From an optimization exercise on the open Yosys and OpenROAD flow, aimed at small area, a short achievable clock period and few clock cycles per item; shortcuts taken in it are not production practice. In this exercise RTL edits were held to simulation tests only and were not proved equivalent to the original. Power is estimated from default activity; no workload was simulated.

==> design/flow/run.sh <==
#!/bin/bash
# synth_recipe.tcl (not shown) runs the flow's synth.tcl, then flattens the netlist and writes it again
# the make line also repeats each setting of config.mk as NAME=value (left out here)
make -C /OpenROAD-flow-scripts/flow DESIGN_CONFIG=/design/flow/config.mk WORK_HOME=/design/flow/orfs CLKGATE_MAP_FILE= SYNTH_SCRIPT=/design/flow/synth_recipe.tcl finish
==> design/flow/config.mk <==
export PLATFORM = sky130hd
export DESIGN_NAME = alpha_compositor
export DESIGN_NICKNAME = alpha_compositor
export VERILOG_FILES = /design/flow/design.v
export SDC_FILE = /design/flow/constraint.sdc
export NUM_CORES = 4
export LEC_CHECK = 0
export CAP_MARGIN = 20
export CORE_MARGIN = 2
export CORE_UTILIZATION = 40
export SLEW_MARGIN = 20
==> design/flow/constraint.sdc <==
create_clock -name core_clock -period 33.0 [get_ports {clk}]
set_input_delay 6.6000 -clock core_clock [delete_from_list [all_inputs] [get_ports {clk}]]
set_output_delay 6.6000 -clock core_clock [all_outputs]
set_load 0.01 [all_outputs]
==> design/flow/design.v <==
module alpha_compositor (
    input  wire         clk,
    input  wire         rst,         
    input  wire         cmd_valid,
    output wire         cmd_ready,
    input  wire [127:0] cmd,
    output reg          rsp_valid,
    input  wire         rsp_ready,
    output wire [47:0]  rsp
);
    function [9:0] sq4;
        input [5:0] p;
        integer k;
        begin
            sq4 = 10'd0;
            for (k = 0; k < 64; k = k + 1)
                if (p == k) sq4 = (k * k) / 4;
        end
    endfunction
    function [9:0] sq5;
        input [4:0] x;
        integer k;
        begin
            sq5 = 10'd0;
            for (k = 0; k < 32; k = k + 1)
                if (x == k) sq5 = k * k;
        end
    endfunction
    function [31:0] csa;
        input [15:0] x;
        input [15:0] y;
        input [15:0] z;
        reg   [15:0] s;
        reg   [15:0] c;
        begin
            s   = x ^ y ^ z;
            c   = (x & y) | (x & z) | (y & z);
            csa = {c[14:0], 1'b0, s};
        end
    endfunction
    function [15:0] wsum;
        input [9:0] F;
        input [9:0] B;
        input [5:0] a;
        reg   [15:0] r0, r1, r2, r3, r4, r5;
        reg   [31:0] t1, t2, t3, t4;
        begin
            r0 = {6'd0, a[0] ? F : B};
            r1 = {5'd0, a[1] ? F : B, 1'd0};
            r2 = {4'd0, a[2] ? F : B, 2'd0};
            r3 = {3'd0, a[3] ? F : B, 3'd0};
            r4 = {2'd0, a[4] ? F : B, 4'd0};
            r5 = {1'd0, a[5] ? F : B, 5'd0};
            t1 = csa(r0, r1, r2);
            t2 = csa(r3, r4, r5);
            t3 = csa(t1[15:0], t1[31:16], t2[15:0]);
            t4 = csa(t3[15:0], t3[31:16], t2[31:16]);
            wsum = t4[15:0] + t4[31:16];
        end
    endfunction
    function [6:0] isq_hi;
        input [5:0] m;
        reg   [2:0] r;
        reg   [5:0] d;
        integer     k;
        begin
            r = 3'd0;
            for (k = 1; k < 8; k = k + 1)
                if (m >= k * k) r = k;
            d = m - r * r;
            isq_hi = {r, d[3:0]};
        end
    endfunction
    function [7:0] isq_step;    
        input [5:0] root;
        input [5:0] rem;
        input [1:0] nb;
        reg   [7:0] t;
        reg   [8:0] d;
        begin
            t = {rem, nb};
            d = {1'b0, t} - {1'b0, root, 2'b01};
            if (!d[8]) isq_step = {1'b1, d[6:0]};
            else       isq_step = {1'b0, t[6:0]};
        end
    endfunction
    function [7:0] sine_q;
        input [6:0] idx;
        begin
            case (idx)
                7'd0:  sine_q = 8'd0;    7'd1:  sine_q = 8'd6;
                7'd2:  sine_q = 8'd11;   7'd3:  sine_q = 8'd17;
                7'd4:  sine_q = 8'd22;   7'd5:  sine_q = 8'd28;
                7'd6:  sine_q = 8'd33;   7'd7:  sine_q = 8'd39;
                7'd8:  sine_q = 8'd44;   7'd9:  sine_q = 8'd50;
                7'd10: sine_q = 8'd55;   7'd11: sine_q = 8'd61;
                7'd12: sine_q = 8'd66;   7'd13: sine_q = 8'd72;
                7'd14: sine_q = 8'd77;   7'd15: sine_q = 8'd82;
                7'd16: sine_q = 8'd88;   7'd17: sine_q = 8'd93;
                7'd18: sine_q = 8'd98;   7'd19: sine_q = 8'd103;
                7'd20: sine_q = 8'd108;  7'd21: sine_q = 8'd113;
                7'd22: sine_q = 8'd118;  7'd23: sine_q = 8'd123;
                7'd24: sine_q = 8'd128;  7'd25: sine_q = 8'd133;
                7'd26: sine_q = 8'd138;  7'd27: sine_q = 8'd142;
                7'd28: sine_q = 8'd147;  7'd29: sine_q = 8'd151;
                7'd30: sine_q = 8'd156;  7'd31: sine_q = 8'd160;
                7'd32: sine_q = 8'd165;  7'd33: sine_q = 8'd169;
                7'd34: sine_q = 8'd173;  7'd35: sine_q = 8'd177;
                7'd36: sine_q = 8'd181;  7'd37: sine_q = 8'd185;
                7'd38: sine_q = 8'd189;  7'd39: sine_q = 8'd192;
                7'd40: sine_q = 8'd196;  7'd41: sine_q = 8'd200;
                7'd42: sine_q = 8'd203;  7'd43: sine_q = 8'd206;
                7'd44: sine_q = 8'd210;  7'd45: sine_q = 8'd213;
                7'd46: sine_q = 8'd216;  7'd47: sine_q = 8'd219;
                7'd48: sine_q = 8'd222;  7'd49: sine_q = 8'd224;
                7'd50: sine_q = 8'd227;  7'd51: sine_q = 8'd230;
                7'd52: sine_q = 8'd232;  7'd53: sine_q = 8'd234;
                7'd54: sine_q = 8'd237;  7'd55: sine_q = 8'd239;
                7'd56: sine_q = 8'd241;  7'd57: sine_q = 8'd242;
                7'd58: sine_q = 8'd244;  7'd59: sine_q = 8'd246;
                7'd60: sine_q = 8'd247;  7'd61: sine_q = 8'd249;
                7'd62: sine_q = 8'd250;  7'd63: sine_q = 8'd251;
                7'd64: sine_q = 8'd252;  7'd65: sine_q = 8'd253;
                7'd66: sine_q = 8'd254;  7'd67: sine_q = 8'd254;
                default: sine_q = 8'd255;
            endcase
        end
    endfunction
    reg        ready_q;
    assign cmd_ready = ready_q;
    wire       accept = cmd_valid && ready_q;
    wire [7:0] cop = cmd[127:120];
    reg        v1;
    reg [7:0]  op1;
    reg [15:0] a0, a1;          
    reg [5:0]  a2;              
    reg        a2hi;            
    reg        xbad1;           
    reg        chan1, bch1, bpx1, use31;
    always @(posedge clk) begin
        op1   <= cop;
        a0    <= cmd[95:80];
        a1    <= cmd[79:64];
        a2    <= cmd[53:48];
        a2hi  <= cmd[63:54] != 10'd0;
        xbad1 <= (cmd[119:96] != 24'd0) || (cmd[47:0] != 48'd0);
        chan1 <= (cop == 8'h02) || (cop == 8'h04);
        bch1  <= (cop == 8'h04);
        bpx1  <= (cop == 8'h05);
        use31 <= (cop == 8'h04) || (cop == 8'h05);
        v1    <= accept && !rst;
    end
    wire is_nop  = op1 == 8'h00;
    wire is_sqrt = op1 == 8'h01;
    wire is_mch  = op1 == 8'h02;
    wire is_mpx  = op1 == 8'h03;
    wire is_bch  = op1 == 8'h04;
    wire is_bpx  = op1 == 8'h05;
    wire is_uv   = op1 == 8'h08;
    wire is_set  = (op1 == 8'h10) || (op1 == 8'h11);
    wire legal   = is_nop | is_sqrt | is_mch | is_mpx | is_bch | is_bpx | is_uv | is_set;
    wire use2 = is_mch | is_mpx | is_bch | is_bpx;
    wire rsv_bad = xbad1 || (is_nop && a0 != 16'd0) || (!use2 && a1 != 16'd0)
                || (!use31 && (a2hi || a2 != 6'd0));
    wire rng_bad = (is_sqrt && a0[15:12] != 4'd0)
                || (chan1 && (a0[15:6] != 10'd0 || a1[15:6] != 10'd0))
                || (is_bch && a2hi);
    wire [1:0] cause = !legal ? 2'd1 : rsv_bad ? 2'd2 : rng_bad ? 2'd3 : 2'd0;
    wire [15:0] bgpx  = bpx1 ? a1 : 16'd0;
    wire [5:0]  al    = use31 ? a2 : a1[5:0];
    wire        alhi  = use31 ? a2hi : (a1[15:6] != 10'd0);
    wire [5:0]  g_f   = chan1 ? a0[5:0] : a0[10:5];
    wire [5:0]  g_b   = bch1 ? a1[5:0] : bgpx[10:5];
    wire [15:0] sR = wsum(sq5(a0[15:11]), sq5(bgpx[15:11]), al);
    wire [15:0] sG = wsum(sq4(g_f), sq4(g_b), al);
    wire [15:0] sB = wsum(sq5(a0[4:0]), sq5(bgpx[4:0]), al);
    wire [15:0] gin = is_sqrt ? {a0[11:0], 4'd0} : sG;
    wire al_hi   = alhi || al == 6'd63;
    wire al_zero = !alhi && al == 6'd0;
    wire [16:0] x17  = {1'b0, a0} + 17'd16;
    wire [11:0] y12  = x17[16:5];
    wire [6:0]  ysum = {1'b0, y12[11:6]} + {1'b0, y12[5:0]};
    wire [3:0]  h9   = ysum % 7'd9;
    wire [8:0]  th   = {h9, x17[4:0]};
    wire [1:0]  q    = (th >= 9'd216) ? 2'd3 : (th >= 9'd144) ? 2'd2 : (th >= 9'd72) ? 2'd1 : 2'd0;
    wire [8:0]  r9   = th - {q, 3'd0} * 9'd9;
    reg [2:0]  kind;
    reg [15:0] side;
    always @(*) begin
        if (cause != 2'd0) begin
            kind = 3'd1; side = {6'd0, op1, cause};
        end else if (is_mch) begin
            kind = 3'd2; side = sG;
        end else if ((is_mpx || is_bpx) && al_hi) begin
            kind = 3'd2; side = a0;
        end else if ((is_mpx || is_bpx) && al_zero) begin
            kind = 3'd2; side = a1;
        end else if (is_mpx || is_bpx) begin
            kind = 3'd3; side = 16'd0;
        end else if (is_sqrt || is_bch) begin
            kind = 3'd4; side = 16'd0;
        end else if (is_uv) begin
            kind = 3'd5; side = {7'd0, q, r9[6:0]};
        end else begin
            kind = 3'd0; side = 16'd0;
        end
    end
    reg        v2;
    reg [2:0]  kind2;
    reg [15:0] side2;
    reg [6:0]  hR2, hG2, hB2;       
    reg [3:0]  lR2, lB2;            
    reg [5:0]  lG2;                 
    always @(posedge clk) begin
        v2    <= v1 && !rst;
        kind2 <= kind;
        side2 <= side;
        hR2   <= isq_hi(sR[15:10]);
        hG2   <= isq_hi(gin[15:10]);
        hB2   <= isq_hi(sB[15:10]);
        lR2   <= sR[9:6];
        lG2   <= gin[9:4];
        lB2   <= sB[9:6];
    end
    wire [7:0] eR1 = isq_step({3'd0, hR2[6:4]}, {2'd0, hR2[3:0]}, lR2[3:2]);
    wire [3:0] oR1 = {hR2[6:4], eR1[7]};
    wire [7:0] eR2 = isq_step({2'd0, oR1}, eR1[5:0], lR2[1:0]);
    wire [4:0] rR  = {oR1, eR2[7]};
    wire [7:0] eB1 = isq_step({3'd0, hB2[6:4]}, {2'd0, hB2[3:0]}, lB2[3:2]);
    wire [3:0] oB1 = {hB2[6:4], eB1[7]};
    wire [7:0] eB2 = isq_step({2'd0, oB1}, eB1[5:0], lB2[1:0]);
    wire [4:0] rB  = {oB1, eB2[7]};
    wire [7:0] eG1 = isq_step({3'd0, hG2[6:4]}, {2'd0, hG2[3:0]}, lG2[5:4]);
    wire [3:0] oG1 = {hG2[6:4], eG1[7]};
    wire [7:0] eG2 = isq_step({2'd0, oG1}, eG1[5:0], lG2[3:2]);
    wire [4:0] oG2 = {oG1, eG2[7]};
    wire [7:0] eG3 = isq_step({1'd0, oG2}, eG2[5:0], lG2[1:0]);
    wire [5:0] rG  = {oG2, eG3[7]};
    reg [1:0]  kc;
    reg [15:0] pc;
    always @(*) begin
        case (kind2)
            3'd1:    begin kc = 2'd3; pc = side2; end
            3'd2:    begin kc = 2'd1; pc = side2; end
            3'd3:    begin kc = 2'd1; pc = {rR, rG, rB}; end
            3'd4:    begin kc = 2'd1; pc = {10'd0, rG}; end
            3'd5:    begin kc = 2'd2; pc = side2; end
            default: begin kc = 2'd0; pc = side2; end
        endcase
    end
    reg [17:0] qm [0:2];
    reg [1:0]  wp, rp, cnt;
    wire        take  = !rsp_valid || rsp_ready;
    wire        have  = (cnt != 2'd0) || v2;
    wire [17:0] nxt   = (cnt != 2'd0) ? qm[rp] : {kc, pc};
    wire        pop   = take && (cnt != 2'd0);
    wire        push  = v2 && !(take && cnt == 2'd0);
    wire [1:0]  cnt_n = cnt + {1'b0, push} - {1'b0, pop};
    wire [8:0] uqr = (cnt != 2'd0) ? qm[rp][8:0] : side2[8:0];
    wire [1:0] uq = uqr[8:7];
    wire [6:0] ur = uqr[6:0];
    wire [7:0] mU = sine_q(ur);
    wire [7:0] mV = sine_q(7'd72 - ur);
    wire [7:0] mag_s = uq[0] ? mV : mU;
    wire [7:0] mag_c = uq[0] ? mU : mV;
    wire [8:0] dx = uq[1] ? {1'b0, mag_s} : 9'd0 - {1'b0, mag_s};
    wire [8:0] dy = (uq == 2'd1 || uq == 2'd2) ? 9'd0 - {1'b0, mag_c} : {1'b0, mag_c};
    reg        fault;
    reg [7:0]  s_op;
    reg [1:0]  s_cause;
    reg [15:0] res0;
    reg [8:0]  res1;            
    assign rsp = {s_op, 2'b00, s_cause, 3'b000, fault, {7{res1[8]}}, res1, res0};
    always @(posedge clk) begin
        if (push)
            qm[wp] <= {kc, pc};
    end
    always @(posedge clk) begin
        if (rst) begin
            wp        <= 2'd0;
            rp        <= 2'd0;
            cnt       <= 2'd0;
            ready_q   <= 1'b1;
            rsp_valid <= 1'b0;
            fault     <= 1'b0;
            s_op      <= 8'd0;
            s_cause   <= 2'd0;
            res0      <= 16'd0;
            res1      <= 9'd0;
        end else begin
            if (push) wp <= (wp == 2'd2) ? 2'd0 : wp + 2'd1;
            if (pop)  rp <= (rp == 2'd2) ? 2'd0 : rp + 2'd1;
            cnt     <= cnt_n;
            ready_q <= ({1'b0, cnt_n} + {2'd0, v1} + {2'd0, accept}) <= 3'd2;
            if (take) begin
                rsp_valid <= have;
                if (have && !fault) begin
                    case (nxt[17:16])
                        2'd1: res0 <= nxt[15:0];
                        2'd2: begin
                            res0 <= {{7{dx[8]}}, dx};
                            res1 <= dy;
                        end
                        2'd3: begin
                            fault   <= 1'b1;
                            s_op    <= nxt[9:2];
                            s_cause <= nxt[1:0];
                        end
                        default: ;
                    endcase
                end
            end
        end
    end
endmodule
==> run notes <==
## cells in the mapped netlist (all sizes together) (21+ instances only)
library cell	number
a31oi	26
o21ai	233
o211ai	43
buf	47
inv	180
xor2	45
a22oi	21
mux2i	90
nand2	293
nor3	67
fa	93
a21oi	203
nor2	249
xnor2	63
nand3	66
dfxtp	154
o21a	28
nor4	41
clkbuf	127
a211oi	34
ha	134
mux2	27
edfxtp	54
## worst max-delay path, delay by kind of cell, from the launching register on
kind	cells	cell delay (ns)
buffers and inverters	1	0.05
xor gates and xnor gates	2	0.47
and+or+nand+nor	5	1.21
adders and majority gates	5	2.13
DFF	1	0.57
AOI/OAI and AO/OA	14	4.22
## sequential cells by signal, summed over array words and instances, names as in the netlist, 4 cells and up, named ones only
name and flops:
res0 16, res1 9, a1 16, lR2 4
hG2 7, lB2 4, hB2 7, a2 6
a0 16, s_op 8, qm 54, lG2 6
op1 8, side2 16, hR2 7
## worst max-delay path by stage
stage / slack (ns) / endpoint / cells past startpoint / from
6_report: 24.21 / hG2[3] / 27 / bch1
5_1_grt: 23.56 / hG2[3] / 27 / bch1
4_1_cts: 24.21 / hG2[3] / 26 / bch1
3_5_place_dp: 23.89 / ready_q / 13 / rsp_ready
3_3_place_gp: 23.91 / ready_q / 13 / rsp_ready
2_1_floorplan: 24.18 / qm[1][0] / 4 / rsp_ready
## through the flow
stage	cell area (µm²)	instances	hold WS [ns]	total power [W]	util, %
CTS	24200	3474	0.462	0.00235	46.2
global placement	23400	3434	0.447	0.00204	44.6
finish	24200	3475	0.455	0.00236	46.2
global route	24200	3475	0.494	0.00257	46.2
floorplan	21200	2714	0.430	0.00164	-
detailed placement	23400	3434	0.454	0.00207	44.7
## cell families (layout without fill, tap and decap cells)
group,Yosys count,count (layout),share of synthesized area (%)
simple gates,862,862,18.7
compound gates,825,825,25.3
buf+inv,359,432,6.75
fa+ha+maj,229,229,16.8
flops,208,208,22.2
mux,118,118,5.82
xor+xnor,108,108,4.46
other cells,1,5,0.0177
## cell type report
| class | count | area share (%) |
|---|---|---|
| well taps | 688 | 3.55 |
| multi-input cells | 2147 | 62.7 |
| inverters | 185 | 2.86 |
| clock buffers | 28 | 2.62 |
| clock inverters | 12 | 0.630 |
| repair buffers | 207 | 8.22 |
| flip-flops and latches | 208 | 19.4 |
## layer usage
layer  part of all wire (%)  track usage (%)  vias up
met1                     42             29.9     9635
met2                     49             42.5      779
met4                    3.3             7.81        0
met5                      0                0        -
li1                       -                -     9872
met3                    6.0             2.97      140
## power breakdown
group / internal (W) / leakage, nW / switching [W] / total [W]
Combinational: 0.000690 / 7.54 / 0.00104 / 0.00173
Clock: 0.000160 / 0.377 / 0.000107 / 0.000267
Sequential: 0.000321 / 1.76 / 0.0000455 / 0.000367
==> qor.txt <==
I/O pins = 182
Max stage delay on crit path = 0.77 ns
Root Buffer = clkbuf_16
FF-to-FF End = hG2[3]
Final Cycle Share = 26.6%
Layout area overhead = 14.3%
Post-CTS Hold Buffers = 0
sequential-to-total area share from yosys stat = 22.2%
Routed Antenna Nets = 0
Pwr Density = 97.4 nW/µm²
Worst Setup End Kind = flop
worst hold path startpoint = res1[2]
Final Hold Fails = 0
Pre-antenna DRT Iters = 7
synth top area cells = dfxtp_1, fa_1, ha_1
Sink Count = 208
crit path launch type = flop
Multi-input gate area = 15200 µm²
Clock Tree Buf Depth = 3
post-route DRC violation count = 0
worst slack, placed = 23.89 ns
crit path max fanout = 14
Max H-tree Level = 1
DR vias/cell = 5.88
Synth Warn # = 1
Setup CP Type = reg2reg
Reg2Reg Setup Slack = 24.21 ns
WP data required = 33.43 ns
per-cell routed wire length = 19.1 µm
gpl congestion = 0.932
first-pass GRT wire length = 106000 µm
Post-synth EDFFs = 54
clk_skew = 0.0231 ns
RSZ-0062 raised after global routing = false
dominant synthesized flop cell = dfxtp_1
Arr. time, crit path = 9.21 ns
Final Worst Setup Slack = 24.21 ns
Synth Area per Inst = 7.83 µm²
num rows = 84
Yosys cell types = 98
Achievable Freq = 114 MHz
top cell type by total area after synthesis = dfxtp_1
diodes inserted = 0
final max-slew violation count = 0
initial antenna violation count = 1
Core Region = 52400 µm²
grt ovf = 0
pin slew with the least headroom to its limit = 1.03 ns
Post-DP HPWL = 51300 µm
vias in the first global route = 19700
Post-CTS Resized = 0
setup TNS = 0 ns
Hold Crit Depth = 2
fraction of registers with async set/reset = 0%
leakage = 9.67 nW
post-synth top area share = 14.5%
final wirelength = 66300 µm
count of state elements after synthesis = 208
hold worst-path end = res1[2]
r2r startpoint = bch1
Synth Cell Area = 21200 µm²
Worst VDD drop = 0.0513 mV
Max Cap Violations = 0
Inserted Clock Buffers = 24
Hold Path Class = reg2reg
CP max-delay cell = a22oi_1
GR Util All Layers = 23.9%
Fill cells = 5193
Worst Reg2Reg Path Length in Cells = 27
Total Nets Final = 3132
# setup viols final = 0
largest net degree at the start of global routing = 47
relative slew slack = 31.1%
CTS clock-pin slew for the worst setup and hold paths = 0.06 ns
die area = 54900 µm²
setup bufs post-CTS = 0
commonest cells after routing, fill and taps aside = nand2_1, nor2_1, o21ai_0
Iter 0 DRT Violations = 1757
buffers added on ports = 176
outcome = finished clean
clk latency of the worst-skew pair = 0.55 ns
CTS tree = built
layout cells sized above 1 = 5.17%
via count = 20400
Initial Utilization = 40.4%
Mapped Cells = 2710
Sequential Area = 4700 µm²
die height = 234 µm
Chip Width = 234 µm
most common cell after layout, fill and taps aside = nand2_1
Tmin final = 8.79 ns
Testbench counts, summed over its fixed seeds: cycles 18,018, items 18,000.

## static timing again, ports no longer ideal
No port has a modelled driver above. Below, the same layout with a new extraction and two added sets of constraints. Step 1 (the two cells are an assumption about what drives the block):
set clk [get_ports {clk}]
set_driving_cell -lib_cell sky130_fd_sc_hd__clkbuf_16 $clk
set_driving_cell -lib_cell sky130_fd_sc_hd__buf_2 [delete_from_list [all_inputs] $clk]
Step 2 times the ports against the registers' clock, not the clock port: input delays grow and output delays shrink by t, the midpoint of the rising clock arrivals with the driver on. Three values: no drivers, after step 1, after step 2; two values: the first two.
t, ns: 0.601
setup WS [ns]: 24.213 / 24.213 / 23.867
latest minus earliest clock arrival (ns): 0.024 / 0.023
After both steps this run still meets setup and hold. The setup slack of this run moves by 0.000 ns with the drivers and by -0.346 ns with both steps.
